From an optimization exercise on the open Yosys and OpenROAD flow, aimed at small area, a short achievable clock period and few clock cycles per item; shortcuts taken in it are not production practice. Only simulation tests tie the RTL to the original design; equivalence was not proved. Power is estimated from default activity; no workload was simulated.

==> flow/design.v (outline; a module is shown in full before it is edited, if it fits) <==
// module rs2sfx_flt: 290 lines
// module rs2sfx_flt_mac: 1497 lines
// module rs2sfx_flt_enc: 17 lines
// module rs2sfx_flt_sum: 272 lines
module rs2sfx_flt (
    input  wire        clk,
    input  wire        rst,         
    input  wire        cmd_valid,
    output wire        cmd_ready,
    input  wire [1:0]  cmd_op,
    input  wire [4:0]  cmd_addr,
    input  wire [31:0] cmd_data,
    output reg         res_valid,
    output reg  [31:0] res_data
);
  // ...
==> flow/flow/run.sh <==
#!/bin/bash
# The standard ORFS layout (the standard.sh, standard synthesis), with the
# timing repair after floorplan, CTS and global routing aiming for a setup
# slack of SETUP_SLACK_MARGIN at the design's own clock period and
# constraints, i.e. for a shorter cycle than the 13 ns clock asks for.
set -euo pipefail
export SETUP_SLACK_MARGIN=8.5
bash standard.sh synth > log_synth.log 2>&1
bash standard.sh floorplan > log_floorplan.log 2>&1
bash standard.sh place > log_place.log 2>&1
bash standard.sh cts > log_cts.log 2>&1
bash standard.sh route > log_route.log 2>&1
bash standard.sh finish > log_finish.log 2>&1
==> flow/standard.sh <==
#!/bin/bash
# synth_recipe.tcl (not shown) runs the flow's synth.tcl, then flattens the netlist and writes it again
# the make line also repeats each setting of config.mk as NAME=value (left out here)
make -C /OpenROAD-flow-scripts/flow DESIGN_CONFIG=/design/flow/config.mk WORK_HOME=/design/flow/orfs CLKGATE_MAP_FILE= SYNTH_SCRIPT=/design/flow/synth_recipe.tcl "${@:-finish}"
==> flow/config.mk <==
export PLATFORM = sky130hd
export DESIGN_NAME = rs2sfx_flt
export DESIGN_NICKNAME = rs2sfx_flt
export VERILOG_FILES = /design/flow/design.v
export SDC_FILE = /design/flow/constraint.sdc
export NUM_CORES = 4
export LEC_CHECK = 0
export CAP_MARGIN = 20
export CORE_MARGIN = 2
export CORE_UTILIZATION = 55
export PLACE_DENSITY = 0.68
export SLEW_MARGIN = 20
==> flow/constraint.sdc <==
create_clock -name core_clock -period 13.0 [get_ports {clk}]
set_input_delay 2.6000 -clock core_clock [delete_from_list [all_inputs] [get_ports {clk}]]
set_output_delay 2.6000 -clock core_clock [all_outputs]
set_load 0.01 [all_outputs]
==> impl_results.rst, run 1 <==
.. list-table::
   :header-rows: 1

   * - Metric
     - Value
   * - Outcome
     - timing/DRC/antenna clean
   * - Fraction of area in multi-input gates
     - 51.7%
   * - Seq. pwr
     - 6390 uW
   * - Most used DFF post-synth
     - edfxtp_1
   * - Overall power of the completed layout
     - 24200 uW
   * - Biggest cell category by area in the final layout
     - multi-input gates
   * - Number of tap instances
     - 2838
   * - Multi-input combinational gate total
     - 6351
   * - Worst reg-to-reg path cell count
     - 14
   * - Signal buffers share of area
     - 4.74%
   * - Number of clock sinks seen by CTS
     - 1652
   * - Crit path capture type
     - flop
   * - Synthesis-to-layout area growth
     - 11.5%
   * - Share of the final layout cell area in sequential cells
     - 33.6%
   * - Post-CTS Setup Inserts
     - 22
   * - Hold EP
     - e_tm1[2]$_DFFE_PP_
   * - Multiplexer area fraction after synthesis
     - 0.228%
   * - Share of the synthesized area in compound gates (AO/OA/AOI/OAI)
     - 13.4%
   * - Period utilization
     - 36.5%
   * - Post-route DRC violation count
     - 0
   * - Clock buffers created by TritonCTS
     - 173
   * - Final hold viol count
     - 0
   * - Residual antenna-violating net count after detailed routing
     - 0
   * - Nature of the critical path startpoint
     - flop
   * - Worst r2r dst
     - yh[59]$_DFFE_PP_
   * - Async set-or-reset flop fraction in the synthesized netlist
     - 0%
   * - Total detailed-routing wirelength
     - 431 mm
   * - Util after Layout
     - 61.6%
   * - Worst setup slack after layout
     - 8.26 ns
   * - Count of plain and timing-repair buffers in the layout
     - 483
   * - Placement row count
     - 170
   * - Area fraction of clock buffers and clock inverters
     - 4.48%
   * - DIE WIDTH
     - 468 um
   * - Final-stage net count
     - 11400
   * - Met3 routing resource usage after global routing
     - 13.3%
   * - Number of DRC markers in iteration 0
     - 13400
   * - Share of synthesized cell area in full adder, half adder and majority cells
     - 27.5%
   * - Synthesized netlist net count
     - 11600
   * - Total number of vias
     - 85500
   * - Clock-pin slew of the registers on the worst-case setup and hold paths
     - 0.06 ns
   * - Cell family contributing the most delay on the critical path
     - adder cells
   * - Synthesized instance count
     - 9856
   * - IO Count
     - 76
Testbench counts, summed over its fixed seeds: cycles 17,195, items 3,810.
==> module rs2sfx_flt, before the edit <==
module rs2sfx_flt (
    input  wire        clk,
    input  wire        rst,         
    input  wire        cmd_valid,
    output wire        cmd_ready,
    input  wire [1:0]  cmd_op,
    input  wire [4:0]  cmd_addr,
    input  wire [31:0] cmd_data,
    output reg         res_valid,
    output reg  [31:0] res_data
);
    localparam OP_WRITE = 2'd0;
    localparam OP_STEP  = 2'd1;
    localparam OP_CLR   = 2'd2;
    reg [255:0] c0;    
    reg [255:0] c1;    
    reg [31:0] unity;
    reg [7:0]  cv0, cv1;
    reg        uv;
    reg [7:0]  th0, th1;
    reg        nw1, nw2;
    reg [255:0] xh;    
    reg [255:32] yh;   
    reg [7:0]  xv, yv;
    reg        rdy;
    reg        b_v;
    reg [1:0]  b_op;
    reg [4:0]  b_addr;
    reg [31:0] b_data;
    reg        e_v;
    reg        e_last;
    reg [2:0]  e_cnt;
    reg [2:0]  e_tm1;
    reg [31:0] e_x;
    reg        tr_v, tr_first, tr_last;
    reg        fin_v;
    wire [31:0] y;
    assign cmd_ready = rdy;
    function take_f;
        input bv;
        input [1:0] bop;
        input ev, elast, trv, finv, blk;
        begin
            take_f = bv && (!ev || elast) &&
                     (bop != OP_CLR || (!ev && !trv && !finv)) &&
                     (bop != OP_STEP || !blk);
        end
    endfunction
    wire take       = take_f(b_v, b_op, e_v, e_last, tr_v, fin_v, nw1 | nw2);
    wire step_start = take && (b_op == OP_STEP);
    wire shift      = e_v && e_last;    
    wire       b_v_n    = rdy ? cmd_valid : (b_v && !take);
    wire [1:0] b_op_n   = rdy ? cmd_op : b_op;
    wire       e_v_n    = step_start || (e_v && !e_last);
    wire       e_last_n = step_start ? 1'b0 : (e_v && !e_last && (e_cnt + 3'd1 == e_tm1));
    wire       tr_v_n   = e_v;
    wire       fin_v_n  = tr_v && tr_last;
    wire       nco_wr   = take && (b_op == OP_WRITE) && (b_addr == 5'd17 || b_addr == 5'd18);
    wire       rdy_n    = !b_v_n || take_f(b_v_n, b_op_n, e_v_n, e_last_n, tr_v_n, fin_v_n, nco_wr | nw1);
    localparam SELW = 17;
    wire act0_0 = 1'b1;
    wire act0_1 = th0[3];
    wire act0_2 = th0[7];
    wire act0_3 = th1[5];
    wire act0_4 = th1[6];
    wire act0_5 = th1[0];
    wire [2:0] cnt0 = {2'b0, act0_0} + {2'b0, act0_1} + {2'b0, act0_2} + {2'b0, act0_3} + {2'b0, act0_4} + {2'b0, act0_5};
    wire [2:0] rk0_0 = 3'd0;
    wire [2:0] rk0_1 = {2'b0, act0_0};
    wire [2:0] rk0_2 = {2'b0, act0_0} + {2'b0, act0_1};
    wire [2:0] rk0_3 = {2'b0, act0_0} + {2'b0, act0_1} + {2'b0, act0_2};
    wire [2:0] rk0_4 = {2'b0, act0_0} + {2'b0, act0_1} + {2'b0, act0_2} + {2'b0, act0_3};
    wire [2:0] rk0_5 = {2'b0, act0_0} + {2'b0, act0_1} + {2'b0, act0_2} + {2'b0, act0_3} + {2'b0, act0_4};
    wire act1_0 = th0[0];
    wire act1_1 = th0[5];
    wire act1_2 = th0[6];
    wire act1_3 = th1[1];
    wire act1_4 = th1[2];
    wire act1_5 = th1[7];
    wire [2:0] cnt1 = {2'b0, act1_0} + {2'b0, act1_1} + {2'b0, act1_2} + {2'b0, act1_3} + {2'b0, act1_4} + {2'b0, act1_5};
    wire [2:0] rk1_0 = 3'd0;
    wire [2:0] rk1_1 = {2'b0, act1_0};
    wire [2:0] rk1_2 = {2'b0, act1_0} + {2'b0, act1_1};
    wire [2:0] rk1_3 = {2'b0, act1_0} + {2'b0, act1_1} + {2'b0, act1_2};
    wire [2:0] rk1_4 = {2'b0, act1_0} + {2'b0, act1_1} + {2'b0, act1_2} + {2'b0, act1_3};
    wire [2:0] rk1_5 = {2'b0, act1_0} + {2'b0, act1_1} + {2'b0, act1_2} + {2'b0, act1_3} + {2'b0, act1_4};
    wire act2_0 = th0[1];
    wire act2_1 = th0[2];
    wire act2_2 = th0[4];
    wire act2_3 = th1[3];
    wire act2_4 = th1[4];
    wire [2:0] cnt2 = {2'b0, act2_0} + {2'b0, act2_1} + {2'b0, act2_2} + {2'b0, act2_3} + {2'b0, act2_4};
    wire [2:0] rk2_0 = 3'd0;
    wire [2:0] rk2_1 = {2'b0, act2_0};
    wire [2:0] rk2_2 = {2'b0, act2_0} + {2'b0, act2_1};
    wire [2:0] rk2_3 = {2'b0, act2_0} + {2'b0, act2_1} + {2'b0, act2_2};
    wire [2:0] rk2_4 = {2'b0, act2_0} + {2'b0, act2_1} + {2'b0, act2_2} + {2'b0, act2_3};
    reg  [2:0] cntr0;
    always @(posedge clk) cntr0 <= cnt0;
    reg  [2:0] cntr1;
    always @(posedge clk) cntr1 <= cnt1;
    reg  [2:0] cntr2;
    always @(posedge clk) cntr2 <= cnt2;
    wire [2:0] tmx0 = 3'd2;
    wire [2:0] tmx1 = (cntr0 > tmx0) ? cntr0 : tmx0;
    wire [2:0] tmx2 = (cntr1 > tmx1) ? cntr1 : tmx1;
    wire [2:0] tmx3 = (cntr2 > tmx2) ? cntr2 : tmx2;
    reg  [2:0] sch_tm1;   
    always @(posedge clk) sch_tm1 <= tmx3 - 3'd1;
    wire [2:0] sch_cyc = step_start ? 3'd0 : (e_cnt + 3'd1);
    wire       sch_on  = step_start | (e_v & ~e_last);
    wire       sch_lst = !step_start && (e_cnt + 3'd1 == e_tm1);
    wire [SELW-1:0] sel_next;
    assign sel_next[0] = sch_on & act0_0 & (sch_cyc == rk0_0);
    assign sel_next[1] = sch_on & act0_1 & (sch_cyc == rk0_1);
    assign sel_next[2] = sch_on & act0_2 & (sch_cyc == rk0_2);
    assign sel_next[3] = sch_on & act0_3 & (sch_cyc == rk0_3);
    assign sel_next[4] = sch_on & act0_4 & (sch_cyc == rk0_4);
    assign sel_next[5] = sch_on & act0_5 & sch_lst;
    assign sel_next[6] = sch_on & act1_0 & (sch_cyc == rk1_0);
    assign sel_next[7] = sch_on & act1_1 & (sch_cyc == rk1_1);
    assign sel_next[8] = sch_on & act1_2 & (sch_cyc == rk1_2);
    assign sel_next[9] = sch_on & act1_3 & (sch_cyc == rk1_3);
    assign sel_next[10] = sch_on & act1_4 & (sch_cyc == rk1_4);
    assign sel_next[11] = sch_on & act1_5 & (sch_cyc == rk1_5);
    assign sel_next[12] = sch_on & act2_0 & (sch_cyc == rk2_0);
    assign sel_next[13] = sch_on & act2_1 & (sch_cyc == rk2_1);
    assign sel_next[14] = sch_on & act2_2 & (sch_cyc == rk2_2);
    assign sel_next[15] = sch_on & act2_3 & (sch_cyc == rk2_3);
    assign sel_next[16] = sch_on & act2_4 & (sch_cyc == rk2_4);
    reg  [SELW-1:0] sel;
    wire se0_0 = sel[0] & uv;
    wire se0_1 = sel[1] & (xv[3] & cv0[3]);
    wire se0_2 = sel[2] & (xv[7] & cv0[7]);
    wire se0_3 = sel[3] & (yv[5] & cv1[5]);
    wire se0_4 = sel[4] & (yv[6] & cv1[6]);
    wire se0_5 = sel[5] & (yv[0] & cv1[0]);
    wire [31:0] opa_n0 = ({32{se0_0}} & e_x) | ({32{se0_1}} & xh[127:96]) | ({32{se0_2}} & xh[255:224]) | ({32{se0_3}} & yh[191:160]) | ({32{se0_4}} & yh[223:192]) | ({32{se0_5}} & (fin_v ? y : res_data));
    wire [31:0] opb_n0 = ({32{se0_0}} & unity) | ({32{se0_1}} & c0[127:96]) | ({32{se0_2}} & c0[255:224]) | ({32{se0_3}} & c1[191:160]) | ({32{se0_4}} & c1[223:192]) | ({32{se0_5}} & c1[31:0]);
    wire ong_n0 = sel[3] | sel[4] | sel[5];
    wire [15:0] eo_n0, et_n0, en_n0;
    rs2sfx_flt_enc u_enc0 (.b(opb_n0), .ng(ong_n0), .one(eo_n0), .two(et_n0), .neg(en_n0));
    reg  [31:0] opa0;
    reg  [15:0] eo0, et0, en0;
    reg         ong0;
    reg  [31:0] acs0, acc0;
    reg         ack0;
    wire [31:0] ns0, nc0;
    wire        nk0;
    rs2sfx_flt_mac u_mac0 (.a(opa0), .one(eo0), .two(et0), .neg(en0), .ng(ong0), .first(tr_first),
        .acc_s(acs0), .acc_c(acc0), .cin(ack0), .o_s(ns0), .o_c(nc0), .c16(nk0));
    wire se1_0 = sel[6] & (xv[0] & cv0[0]);
    wire se1_1 = sel[7] & (xv[5] & cv0[5]);
    wire se1_2 = sel[8] & (xv[6] & cv0[6]);
    wire se1_3 = sel[9] & (yv[1] & cv1[1]);
    wire se1_4 = sel[10] & (yv[2] & cv1[2]);
    wire se1_5 = sel[11] & (yv[7] & cv1[7]);
    wire [31:0] opa_n1 = ({32{se1_0}} & xh[31:0]) | ({32{se1_1}} & xh[191:160]) | ({32{se1_2}} & xh[223:192]) | ({32{se1_3}} & yh[63:32]) | ({32{se1_4}} & yh[95:64]) | ({32{se1_5}} & yh[255:224]);
    wire [31:0] opb_n1 = ({32{se1_0}} & c0[31:0]) | ({32{se1_1}} & c0[191:160]) | ({32{se1_2}} & c0[223:192]) | ({32{se1_3}} & c1[63:32]) | ({32{se1_4}} & c1[95:64]) | ({32{se1_5}} & c1[255:224]);
    wire ong_n1 = sel[9] | sel[10] | sel[11];
    wire [15:0] eo_n1, et_n1, en_n1;
    rs2sfx_flt_enc u_enc1 (.b(opb_n1), .ng(ong_n1), .one(eo_n1), .two(et_n1), .neg(en_n1));
    reg  [31:0] opa1;
    reg  [15:0] eo1, et1, en1;
    reg         ong1;
    reg  [31:0] acs1, acc1;
    reg         ack1;
    wire [31:0] ns1, nc1;
    wire        nk1;
    rs2sfx_flt_mac u_mac1 (.a(opa1), .one(eo1), .two(et1), .neg(en1), .ng(ong1), .first(tr_first),
        .acc_s(acs1), .acc_c(acc1), .cin(ack1), .o_s(ns1), .o_c(nc1), .c16(nk1));
    wire se2_0 = sel[12] & (xv[1] & cv0[1]);
    wire se2_1 = sel[13] & (xv[2] & cv0[2]);
    wire se2_2 = sel[14] & (xv[4] & cv0[4]);
    wire se2_3 = sel[15] & (yv[3] & cv1[3]);
    wire se2_4 = sel[16] & (yv[4] & cv1[4]);
    wire [31:0] opa_n2 = ({32{se2_0}} & xh[63:32]) | ({32{se2_1}} & xh[95:64]) | ({32{se2_2}} & xh[159:128]) | ({32{se2_3}} & yh[127:96]) | ({32{se2_4}} & yh[159:128]);
    wire [31:0] opb_n2 = ({32{se2_0}} & c0[63:32]) | ({32{se2_1}} & c0[95:64]) | ({32{se2_2}} & c0[159:128]) | ({32{se2_3}} & c1[127:96]) | ({32{se2_4}} & c1[159:128]);
    wire ong_n2 = sel[15] | sel[16];
    wire [15:0] eo_n2, et_n2, en_n2;
    rs2sfx_flt_enc u_enc2 (.b(opb_n2), .ng(ong_n2), .one(eo_n2), .two(et_n2), .neg(en_n2));
    reg  [31:0] opa2;
    reg  [15:0] eo2, et2, en2;
    reg         ong2;
    reg  [31:0] acs2, acc2;
    reg         ack2;
    wire [31:0] ns2, nc2;
    wire        nk2;
    rs2sfx_flt_mac u_mac2 (.a(opa2), .one(eo2), .two(et2), .neg(en2), .ng(ong2), .first(tr_first),
        .acc_s(acs2), .acc_c(acc2), .cin(ack2), .o_s(ns2), .o_c(nc2), .c16(nk2));
    rs2sfx_flt_sum u_sum (.s0(acs0), .c0(acc0), .k0(ack0), .s1(acs1), .c1(acc1), .k1(ack1), .s2(acs2), .c2(acc2), .k2(ack2), .y(y));
    integer i;
    always @(posedge clk) begin
        if (rst) begin
            rdy      <= 1'b1;
            b_v      <= 1'b0;
            e_v      <= 1'b0;
            e_last   <= 1'b0;
            tr_v     <= 1'b0;
            tr_first <= 1'b0;
            tr_last  <= 1'b0;
            fin_v    <= 1'b0;
            res_valid <= 1'b0;
            cv0      <= 8'd0;
            cv1      <= 8'd0;
            uv       <= 1'b0;
            th0      <= 8'd0;
            th1      <= 8'd0;
            nw1      <= 1'b1;
            nw2      <= 1'b1;
            xv       <= 8'd0;
            yv       <= 8'd0;
        end else begin
            rdy <= rdy_n;
            nw1 <= nco_wr;
            nw2 <= nw1;
            if (rdy) begin
                b_v <= cmd_valid;
            end else if (take) begin
                b_v <= 1'b0;
            end
            if (step_start) begin
                e_v    <= 1'b1;
                e_last <= 1'b0;
                e_cnt  <= 3'd0;
                e_tm1  <= sch_tm1;
            end else if (e_v && !e_last) begin
                e_cnt  <= e_cnt + 3'd1;
                e_last <= (e_cnt + 3'd1 == e_tm1);
            end else begin
                e_v    <= 1'b0;
                e_last <= 1'b0;
            end
            tr_v     <= e_v;
            tr_first <= e_v && (e_cnt == 3'd0);
            tr_last  <= e_v && e_last;
            fin_v    <= tr_v && tr_last;
            res_valid <= fin_v;
            if (take && b_op == OP_WRITE) begin
                if (b_addr[4:3] == 2'b00) cv0[b_addr[2:0]] <= 1'b1;
                if (b_addr[4:3] == 2'b01) cv1[b_addr[2:0]] <= 1'b1;
                if (b_addr == 5'd16) uv <= 1'b1;
                for (i = 0; i < 8; i = i + 1) begin
                    if (b_addr == 5'd17) th0[i] <= (b_data[3:0] > i);
                    if (b_addr == 5'd18) th1[i] <= (b_data[3:0] > i);
                end
            end
            if (take && b_op == OP_CLR) begin
                xv <= 8'd0;
                yv <= 8'd0;
            end else if (shift) begin
                xv <= {xv[6:0], 1'b1};
                yv <= {yv[6:0], 1'b1};
            end
        end
    end
    always @(posedge clk) begin
        if (rdy) begin
            b_op   <= cmd_op;
            b_addr <= cmd_addr;
            b_data <= cmd_data;
        end
        if (step_start) e_x <= b_data;
        if (take && b_op == OP_WRITE) begin
            for (i = 0; i < 8; i = i + 1) begin
                if (b_addr == i)     c0[32*i +: 32] <= b_data;
                if (b_addr == i + 8) c1[32*i +: 32] <= b_data;
            end
            if (b_addr == 5'd16) unity <= b_data;
        end
        if (shift) begin
            xh <= {xh[223:0], e_x};
            yh[255:64] <= yh[223:32];
            yh[63:32]  <= fin_v ? y : res_data;
        end
        if (fin_v) res_data <= y;
    end
    always @(posedge clk) begin
        sel <= sel_next;
        opa0 <= opa_n0; ong0 <= ong_n0;
        eo0 <= eo_n0; et0 <= et_n0; en0 <= en_n0;
        acs0 <= ns0; acc0 <= nc0; ack0 <= nk0;
        opa1 <= opa_n1; ong1 <= ong_n1;
        eo1 <= eo_n1; et1 <= et_n1; en1 <= en_n1;
        acs1 <= ns1; acc1 <= nc1; ack1 <= nk1;
        opa2 <= opa_n2; ong2 <= ong_n2;
        eo2 <= eo_n2; et2 <= et_n2; en2 <= en_n2;
        acs2 <= ns2; acc2 <= nc2; ack2 <= nk2;
    end
endmodule
==> run 2: changes to the inputs <==
--- a/flow/design.v
+++ b/flow/design.v
@@ -137,3 +137,4 @@
     wire se0_5 = sel[5] & (yv[0] & cv1[0]);
-    wire [31:0] opa_n0 = ({32{se0_0}} & e_x) | ({32{se0_1}} & xh[127:96]) | ({32{se0_2}} & xh[255:224]) | ({32{se0_3}} & yh[191:160]) | ({32{se0_4}} & yh[223:192]) | ({32{se0_5}} & (fin_v ? y : res_data));
+    wire byp0 = se0_5 & fin_v;
+    wire [31:0] opa_n0 = byp0 ? y : (({32{se0_0}} & e_x) | ({32{se0_1}} & xh[127:96]) | ({32{se0_2}} & xh[255:224]) | ({32{se0_3}} & yh[191:160]) | ({32{se0_4}} & yh[223:192]) | ({32{se0_5 & ~fin_v}} & res_data));
     wire [31:0] opb_n0 = ({32{se0_0}} & unity) | ({32{se0_1}} & c0[127:96]) | ({32{se0_2}} & c0[255:224]) | ({32{se0_3}} & c1[191:160]) | ({32{se0_4}} & c1[223:192]) | ({32{se0_5}} & c1[31:0]);
--- a/flow/config.mk
+++ b/flow/config.mk
@@ -9,4 +9,4 @@
 export CORE_MARGIN = 2
-export CORE_UTILIZATION = 55
-export PLACE_DENSITY = 0.68
+export CORE_UTILIZATION = 65
+export PLACE_DENSITY = 0.76
 export SLEW_MARGIN = 20
==> impl_results.rst, run 2 <==
.. list-table::
   :header-rows: 1

   * - Metric
     - Value
   * - Outcome
     - timing/DRC/antenna clean (unchanged)
   * - Worst reg2reg setup slack
     - 8.40 ns (was 8.26 ns)
   * - Wire length of the first global-routing pass
     - 605 mm (was 616 mm)
   * - Endpoints failing setup
     - 0 (unchanged)
   * - Synthesized netlist net count
     - 11600 (about the same)
   * - 1st-pass router iterations
     - 13 (was 9)
   * - Worst setup path class
     - flop to flop (unchanged)
   * - Reported max-cap violation count
     - 0 (unchanged)
   * - Clock period minus worst slack
     - 4.60 ns (was 4.74 ns)
   * - Leakage Power
     - 0.0423 uW (was 0.0430 uW)
   * - Top library cells by usage in the layout, fill and taps aside
     - 1611 x a22oi_1, 1459 x fa_1, 1099 x edfxtp_1 (was 1614 x a22oi_1, 1462 x fa_1, 1099 x edfxtp_1)
   * - Data required time at the worst endpoint
     - 13.62 ns (about the same)
   * - Library cell appearing most often on the critical path
     - fa_2 (unchanged)
   * - Residual antenna-violating net count after detailed routing
     - 0 (unchanged)
   * - Total number of vias
     - 86700 (was 85500)
   * - Crit path capture type
     - flop (unchanged)
   * - Most common cell after layout, fill and taps aside
     - a22oi_1 (unchanged)
   * - Period utilization
     - 35.4% (was 36.5%)
   * - Slew at the pin closest to its max-slew limit
     - 1.22 ns (was 1.24 ns)
   * - Post-synthesis cell type count
     - 76 (was 81)
   * - Die outline area
     - 185000 um2 (was 219000 um2)
   * - Path class of the lowest-slack min-delay path
     - flop to flop (unchanged)
   * - Most used DFF post-synth
     - edfxtp_1 (unchanged)
   * - Setup repair after global routing missed its margin
     - yes (unchanged)
   * - Nature of the critical path startpoint
     - flop (unchanged)
   * - Flip-flop and latch count after synthesis
     - 1652 (unchanged)
   * - DIE WIDTH
     - 430 um (was 468 um)
   * - Sequential share of the synthesized area
     - 37.3% (was 37.2%)
   * - Synthesis-to-layout area growth
     - 10.1% (was 11.5%)
   * - Util after Layout
     - 72.0% (was 61.6%)
   * - WL/cell
     - 34.8 um (was 34.2 um)
   * - Clock-pin slew of the registers on the worst-case setup and hold paths
     - 0.07 ns (was 0.06 ns)
   * - Placement row count
     - 156 (was 170)
   * - Number of DRC markers in iteration 0
     - 15100 (was 13400)
   * - Die Span Y
     - 430 um (was 468 um)
   * - Library cell used as clock root buffer
     - clkbuf_16 (unchanged)
   * - Largest stage delay, worst path
     - 0.91 ns (was 0.57 ns)
   * - Slowest library cell on the worst path
     - fa_2 (unchanged)
   * - Final hold viol count
     - 0 (unchanged)
   * - Synthesized instance count
     - 9860 (was 9856)
   * - Maximum VDD drop
     - 751 uV (was 896 uV)
   * - CTS tree
     - built (unchanged)
   * - Core footprint
     - 181000 um2 (was 214000 um2)
   * - Share of final-layout standard cells stronger than drive strength 1
     - 10.3% (was 10.4%)
   * - Final-stage net count
     - 11300 (was 11400)
   * - Sequence of cells on the critical path
     - fa_2 > fa_2 > inv_2 > fa_1 > inv_1 > ha_2 > inv_2 > fa_2 > nand2b_4 > a211o_4 > nand3_4 > a31oi_4 > o31a_1 > o21bai_2 > xor2_2 > mux2_4 (was fa_2 > clkinvlp_4 > fa_2 > fa_1 > inv_2 > ha_4 > fa_2 > a211oi_4 > o211ai_1 > a21o_1 > a21o_4 > o41ai_4 > xnor2_4 > a21o_1)
   * - Async set-or-reset flop fraction in the synthesized netlist
     - 0% (unchanged)
   * - Largest clock skew in the final design
     - 0.0852 ns (was 0.0916 ns)
   * - Top flop regs
     - c0 x256, c1 x256, xh x256 (unchanged)
   * - Number of pins with negative max-slew slack in the final report
     - 0 (unchanged)
   * - Overflow left after global routing
     - 0 (unchanged)
   * - Vias in the first global route
     - 90200 (was 89000)
   * - Initial core utilization
     - 65.4% (was 55.3%)
   * - IO Count
     - 76 (unchanged)
   * - Routability-driven placement congestion ratio
     - 0.983 (was 0.946)
   * - Clock buffers created by TritonCTS
     - 165 (was 173)
   * - Post-synthesis area per instance
     - 12.0 um2 (about the same)
   * - Power density normalized to cell area
     - 183 nW/um2 (was 184 nW/um2)
   * - Synth warnings
     - 1 (unchanged)
   * - Pin count of the biggest net entering global routing
     - 183 (unchanged)
   * - Number of antenna violations at the first check in global routing
     - 30 (was 13)
   * - DP HPWL
     - 259 mm (was 263 mm)
   * - Fmax
     - 0.217 GHz (was 0.211 GHz)
   * - I/O Buffers
     - 75 (unchanged)
   * - Vias per std cell
     - 7.16 (was 6.78)
   * - Max-Slew Margin vs Limit
     - 18.4% (was 17.0%)
   * - Count of flip-flops with a built-in enable after synthesis
     - 1099 (unchanged)
   * - Ranking of synthesized cells by area
     - edfxtp_1 28%, fa_1 25%, a22oi_1 10% (unchanged)
   * - Leading cell types by count after synthesis
     - 1614 x a22oi_1, 1474 x fa_1, 1099 x edfxtp_1, 977 x xor2_1, 944 x inv_1 (was 1626 x a22oi_1, 1474 x fa_1, 1099 x edfxtp_1, 973 x xor2_1, 943 x inv_1)
   * - Cell accounting for the most synthesized area
     - edfxtp_1 (unchanged)
   * - Worst skew pair latency
     - 0.87 ns (about the same)
   * - Maximum net fanout on the critical path
     - 4 (unchanged)
   * - Most used standard cell by instance count after synthesis
     - a22oi_1 (unchanged)
   * - Post-route DRC violation count
     - 0 (unchanged)
   * - Post-synthesis cell area
     - 118000 um2 (about the same)
   * - Longest Clk Path Bufs
     - 3 (unchanged)
   * - Total detailed-routing wirelength
     - 421 mm (was 431 mm)
   * - Number of clock sinks seen by CTS
     - 1652 (unchanged)
   * - H-tree level count
     - 4 (unchanged)
   * - Worst EP arrival
     - 5.22 ns (was 5.36 ns)
   * - Portion of synthesized cell area occupied by the leading cell type
     - 28.0% (was 27.9%)
   * - Setup Total Neg Slack
     - 0 ns (unchanged)
   * - Tot GR Track Use
     - 45.2% (was 38.9%)
-- run 2: critical path: cells and delay by family (launching register included) --
family	cells	cell delay, ns
buf+inv	3	0.15
compound gates	4	0.97
fa+ha+maj	5	2.19
flops	1	0.33
xor+xnor	1	0.14
simple gates	2	0.28
mux	1	0.29
-- run 2: layout make-up --
type                            count  area, um2
Antenna cell                       12       30.0
Clock buffer                      207       4380
Clock inverter                    103       1270
Fill cell                       11900      50600
Inverter                          948       3610
Multi-Input combinational cell   6356      67900
Sequential cell                  1652      44400
Tap cell                         2370       2970
Timing Repair Buffer              460       5360
-- run 2: worst paths after layout --
path | from | endpoint | depth (start not counted)
max | acs2[0]$_DFF_P_ | yh[55]$_DFFE_PP_ | 16
min | xh[200]$_DFFE_PP_ | xh[232]$_DFFE_PP_ | 0
max reg2reg | acs2[0]$_DFF_P_ | yh[55]$_DFFE_PP_ | 16
min reg2reg | xh[200]$_DFFE_PP_ | xh[232]$_DFFE_PP_ | 0
-- run 2: logic make-up after synthesis --
logic type                 after synthesis  share of synthesized area (%)
buffers and inverters                 1852                           5.91
muxes                                   34                          0.317
DFF                                   1652                           37.3
and+or+nand+nor                        904                           3.69
xor gates and xnor gates              1609                           11.9
AOI/OAI and AO/OA                     2093                           13.2
adders and majority gates             1716                           27.6
-- run 2: per-layer routing --
metal | vias to the layer above | GRT usage (%) | wire, um
met5 | - | 0.651 | 296
met2 | 8387 | 64.0 | 176000
met1 | 42900 | 56.3 | 136000
li1 | 33200 | - | -
met4 | 28 | 30.0 | 35800
met3 | 2140 | 19.5 | 72400
-- run 2: per-stage QoR --
step	std cells	hold slack, ns	setup slack [ns]	area (um2)	power, uW
floorplan	9860	0.386	8.51	118000	12300
global placement	11700	0.391	7.23	121000	15500
detailed placement	11700	0.394	7.14	121000	15700
CTS	12000	0.408	8.42	128000	22200
global route	12100	0.400	8.38	130000	24600
finish	12100	0.392	8.40	130000	23700
-- run 2: what timing repair did --
item | CTS | global route
setup buffers | 30 | 31
pin swaps | 41 | 50
hold buffers | 0 | 0
endpoints found under the hold margin | 0 | 0
resized for setup | 294 | 363
setup endpoints to repair | 246 | 109
gates cloned | 2 | 11
-- run 2: where the power goes --
part           switching (uW)  internal, uW  total (uW)  leakage, uW
sequential                550          5840        6390       0.0147
clock                    2250          2740        4990      0.00273
combinational            7270          5080       12400       0.0249
total                   10100         13700       23700       0.0423
Testbench counts of run 2, summed over its fixed seeds: cycles 17,195, items 3,810.
==> run 3: changes to the inputs <==
--- a/flow/config.mk
+++ b/flow/config.mk
@@ -9,4 +9,4 @@
 export CORE_MARGIN = 2
-export CORE_UTILIZATION = 65
-export PLACE_DENSITY = 0.76
+export CORE_UTILIZATION = 60
+export PLACE_DENSITY = 0.72
 export SLEW_MARGIN = 20
==> impl_results.rst, run 3 <==
.. list-table::
   :header-rows: 1

   * - Metric
     - Value
   * - Longest Clk Path Bufs
     - 3 (unchanged)
   * - Overflow left after global routing
     - 0 (unchanged)
   * - Number of pins with negative max-slew slack in the final report
     - 0 (unchanged)
   * - Leading cell types by count after synthesis
     - 1614 x a22oi_1, 1474 x fa_1, 1099 x edfxtp_1, 977 x xor2_1, 944 x inv_1 (unchanged)
   * - Outcome
     - timing/DRC/antenna clean (unchanged)
   * - Final hold viol count
     - 0 (unchanged)
   * - Worst skew pair latency
     - 0.85 ns (was 0.87 ns)
   * - Vias in the first global route
     - 90200 (about the same)
   * - Period utilization
     - 35.5% (was 35.4%)
   * - Fin Hold WS
     - 0.408 ns (was 0.392 ns)
   * - WL/cell
     - 35.7 um (was 34.8 um)
   * - 1st-pass router iterations
     - 13 (unchanged)
   * - Placement row count
     - 162 (was 156)
   * - Worst EP arrival
     - 5.21 ns (was 5.22 ns)
   * - Die outline area
     - 200000 um2 (was 185000 um2)
   * - Number of antenna violations at the first check in global routing
     - 28 (was 30)
   * - Setup repair after global routing missed its margin
     - yes (unchanged)
   * - Most common cell after layout, fill and taps aside
     - a22oi_1 (unchanged)
   * - Worst setup path class
     - flop to flop (unchanged)
   * - Count of flip-flops with a built-in enable after synthesis
     - 1099 (unchanged)
   * - Path class of the lowest-slack min-delay path
     - flop to flop (unchanged)
   * - Post-synthesis cell type count
     - 76 (unchanged)
   * - Hold path start
     - sch_tm1[0]$_DFF_P_ (was xh[200]$_DFFE_PP_)
   * - Async set-or-reset flop fraction in the synthesized netlist
     - 0% (unchanged)
   * - Sequential share of the synthesized area
     - 37.3% (unchanged)
   * - Library cell used as clock root buffer
     - clkbuf_16 (unchanged)
   * - Cell accounting for the most synthesized area
     - edfxtp_1 (unchanged)
   * - Final-stage net count
     - 11400 (was 11300)
   * - Vias per std cell
     - 7.04 (was 7.16)
   * - Cell area reported after detailed placement
     - 121000 um2 (about the same)
   * - Total number of vias
     - 87600 (was 86700)
   * - Count of cells along the worst hold path
     - 0 (unchanged)
   * - Fmax
     - 0.217 GHz (about the same)
   * - Nature of the critical path startpoint
     - flop (unchanged)
   * - Routability-driven placement congestion ratio
     - 0.990 (was 0.983)
   * - Synthesis-to-layout area growth
     - 11.3% (was 10.1%)
   * - Initial core utilization
     - 60.5% (was 65.4%)
   * - Top flop regs
     - c0 x256, c1 x256, xh x256 (unchanged)
   * - Crit path from
     - ack2$_DFF_P_ (was acs2[0]$_DFF_P_)
   * - Post-synthesis cell area
     - 118000 um2 (unchanged)
   * - Largest stage delay, worst path
     - 0.83 ns (was 0.91 ns)
   * - Slowest library cell on the worst path
     - fa_2 (unchanged)
   * - Reported max-cap violation count
     - 0 (unchanged)
   * - Sequence of cells on the critical path
     - fa_2 > fa_2 > inv_2 > fa_1 > inv_1 > ha_2 > inv_2 > fa_2 > nand2b_4 > a211o_1 > buf_6 > nand3_4 > a31oi_4 > o31a_1 > o21bai_2 > xor2_2 > mux2_4 (was fa_2 > fa_2 > inv_2 > fa_1 > inv_1 > ha_2 > inv_2 > fa_2 > nand2b_4 > a211o_4 > nand3_4 > a31oi_4 > o31a_1 > o21bai_2 > xor2_2 > mux2_4)
   * - Clock-pin slew of the registers on the worst-case setup and hold paths
     - 0.06 ns (was 0.07 ns)
   * - Max-Slew Margin vs Limit
     - 19.5% (was 18.4%)
   * - Residual antenna-violating net count after detailed routing
     - 0 (unchanged)
   * - Flip-flop and latch count after synthesis
     - 1652 (unchanged)
   * - Power density normalized to cell area
     - 171 nW/um2 (was 183 nW/um2)
   * - Slew at the pin closest to its max-slew limit
     - 1.21 ns (was 1.22 ns)
   * - Clock period minus worst slack
     - 4.62 ns (was 4.60 ns)
   * - Maximum VDD drop
     - 515 uV (was 751 uV)
   * - H-tree level count
     - 4 (unchanged)
   * - DIE WIDTH
     - 448 um (was 430 um)
   * - Synthesized instance count
     - 9860 (unchanged)
   * - Setup Total Neg Slack
     - 0 ns (unchanged)
   * - Synthesized netlist net count
     - 11600 (unchanged)
   * - Hold-fix buffers, CTS
     - 0 (unchanged)
   * - Most used DFF post-synth
     - edfxtp_1 (unchanged)
   * - Die Span Y
     - 448 um (was 430 um)
   * - Count of placed standard cells in the final layout, fillers left out
     - 12400 (was 12100)
   * - I/O Buffers
     - 75 (unchanged)
   * - Library cell appearing most often on the critical path
     - fa_2 (unchanged)
   * - Number of placed instances, taps included
     - 12000 (was 11700)
   * - Clock buffers created by TritonCTS
     - 167 (was 165)
   * - Design Area, Final
     - 131000 um2 (was 130000 um2)
   * - Crit path capture type
     - flop (unchanged)
   * - IO Count
     - 76 (unchanged)
   * - Maximum net fanout on the critical path
     - 3 (was 4)
   * - Largest clock skew in the final design
     - 0.0673 ns (was 0.0852 ns)
   * - Worst R2R Start
     - ack2$_DFF_P_ (was acs2[0]$_DFF_P_)
   * - Most used standard cell by instance count after synthesis
     - a22oi_1 (unchanged)
   * - Number of clock sinks seen by CTS
     - 1652 (unchanged)
   * - Tot GR Track Use
     - 43.3% (was 45.2%)
   * - Leakage Power
     - 0.0428 uW (was 0.0423 uW)
   * - Ranking of synthesized cells by area
     - edfxtp_1 28%, fa_1 25%, a22oi_1 10% (unchanged)
   * - Wire length of the first global-routing pass
     - 622 mm (was 605 mm)
   * - Share of final-layout standard cells stronger than drive strength 1
     - 10.7% (was 10.3%)
   * - Number of DRC markers in iteration 0
     - 15300 (was 15100)
   * - Portion of synthesized cell area occupied by the leading cell type
     - 28.0% (unchanged)
   * - Endpoints failing setup
     - 0 (unchanged)
   * - Post-synthesis area per instance
     - 12.0 um2 (unchanged)
   * - Data required time at the worst endpoint
     - 13.59 ns (was 13.62 ns)
   * - Synth warnings
     - 1 (unchanged)
   * - Worst reg-to-reg path cell count
     - 17 (was 16)
   * - Top library cells by usage in the layout, fill and taps aside
     - 1601 x a22oi_1, 1457 x fa_1, 1099 x edfxtp_1 (was 1611 x a22oi_1, 1459 x fa_1, 1099 x edfxtp_1)
   * - Pin count of the biggest net entering global routing
     - 180 (was 183)
   * - DP HPWL
     - 271 mm (was 259 mm)
   * - Post-route DRC violation count
     - 0 (unchanged)
   * - Total detailed-routing wirelength
     - 444 mm (was 421 mm)
   * - CTS tree
     - built (unchanged)
   * - Core footprint
     - 195000 um2 (was 181000 um2)
==> run 3: logic make-up (layout without fill, tap and decap cells) <==
kind of cell,Yosys count,after routing,synth area share (%)
compound gates,2093,2093,13.2
buf+inv,1852,1793,5.91
fa+ha+maj,1716,1716,27.6
flops,1652,1652,37.3
xor+xnor,1609,1609,11.9
simple gates,904,904,3.69
mux,34,34,0.317
other cells,0,14,0
==> run 3: area by class of cell <==
type	count	area [um2]
Tap cell	2624	3280
Inverter	948	3620
Sequential cell	1652	44400
Antenna cell	14	35.0
Multi-Input combinational cell	6356	67700
Clock buffer	223	4590
Timing Repair Buffer	531	6600
Clock inverter	91	1050
Fill cell	13800	63800
==> run 3: path summary, 6_finish.rpt <==
check	end	slack, ns
hold reg to reg	e_tm1[0]$_DFFE_PP_	0.41
setup / recovery	yh[55]$_DFFE_PP_	8.38
hold / removal	e_tm1[0]$_DFFE_PP_	0.41
setup reg to reg	yh[55]$_DFFE_PP_	8.38
==> run 3: worst max-delay path: cells and delay by family, from the launching register on <==
kind | cells | cell delay [ns]
adders and majority gates | 5 | 2.13
AOI/OAI and AO/OA | 4 | 0.94
muxes | 1 | 0.29
xor gates and xnor gates | 1 | 0.14
buffers and inverters | 4 | 0.31
DFF | 1 | 0.33
and+or+nand+nor | 2 | 0.25
==> run 3: what timing repair did <==
item	4_1_cts	5_1_grt
pin swaps	17	49
resized for setup	286	428
setup buffers	23	74
endpoints found under the hold margin	0	0
endpoints found under the setup margin	237	130
cloned	7	30
==> run 3: power by group <==
part           switching (uW)  internal, uW
Combinational            6700          4490
Clock                    2220          2760
Sequential                493          5830
==> run 3: metal layers <==
layer,vias up,part of all wire [%],global-route usage [%]
li1,33400,-,-
met1,43600,33,54.1
met2,8433,42,61.9
met3,2186,17,19.0
met4,38,8.1,26.1
met5,-,0.12,0.440
==> run 3: metrics by stage <==
| stage | utilization [%] | power, uW | setup WS, ns |
|---|---|---|---|
| after CTS | 65.8 | 21300 | 8.38 |
| after detailed placement | 62.2 | 15600 | 7.68 |
| after floorplan | - | 12300 | 8.51 |
| after global placement | 62.1 | 15500 | 7.37 |
| final | 67.3 | 22500 | 8.38 |
| after global routing | 67.3 | 23300 | 8.38 |

==> re-timing with driven ports <==
The flow's constraints put no driver on any port. The routed layouts listed below were extracted and timed again, unchanged, in two steps.
Step 1 (the two cells are an assumption about what drives the block):
set clk [get_ports {clk}]
set_driving_cell -lib_cell sky130_fd_sc_hd__clkbuf_16 $clk
set_driving_cell -lib_cell sky130_fd_sc_hd__buf_2 [delete_from_list [all_inputs] $clk]
Step 2, shift: input delay + t, output delay - t, t = (earliest + latest rising clock arrival at the registers) / 2. This alone moves slack from input paths to output paths.
a / b / c = ideal ports / drivers / drivers and shift; a / b = the first two.
| run | t (ns) | setup slack, ns | worst setup path after step 2 | slew at the worst register clock pin (ns) |
|---|---|---|---|---|
| run 1 | 0.929 | 8.259 / 8.259 / 8.259 | register to register | 0.08 / 0.08 |
| run 2 | 0.917 | 8.395 / 8.395 / 8.395 | register to register | 0.07 / 0.07 |
| run 3 | 0.901 | 8.381 / 8.381 / 8.381 | register to register | 0.07 / 0.07 |
After both steps every run listed still meets setup and hold.
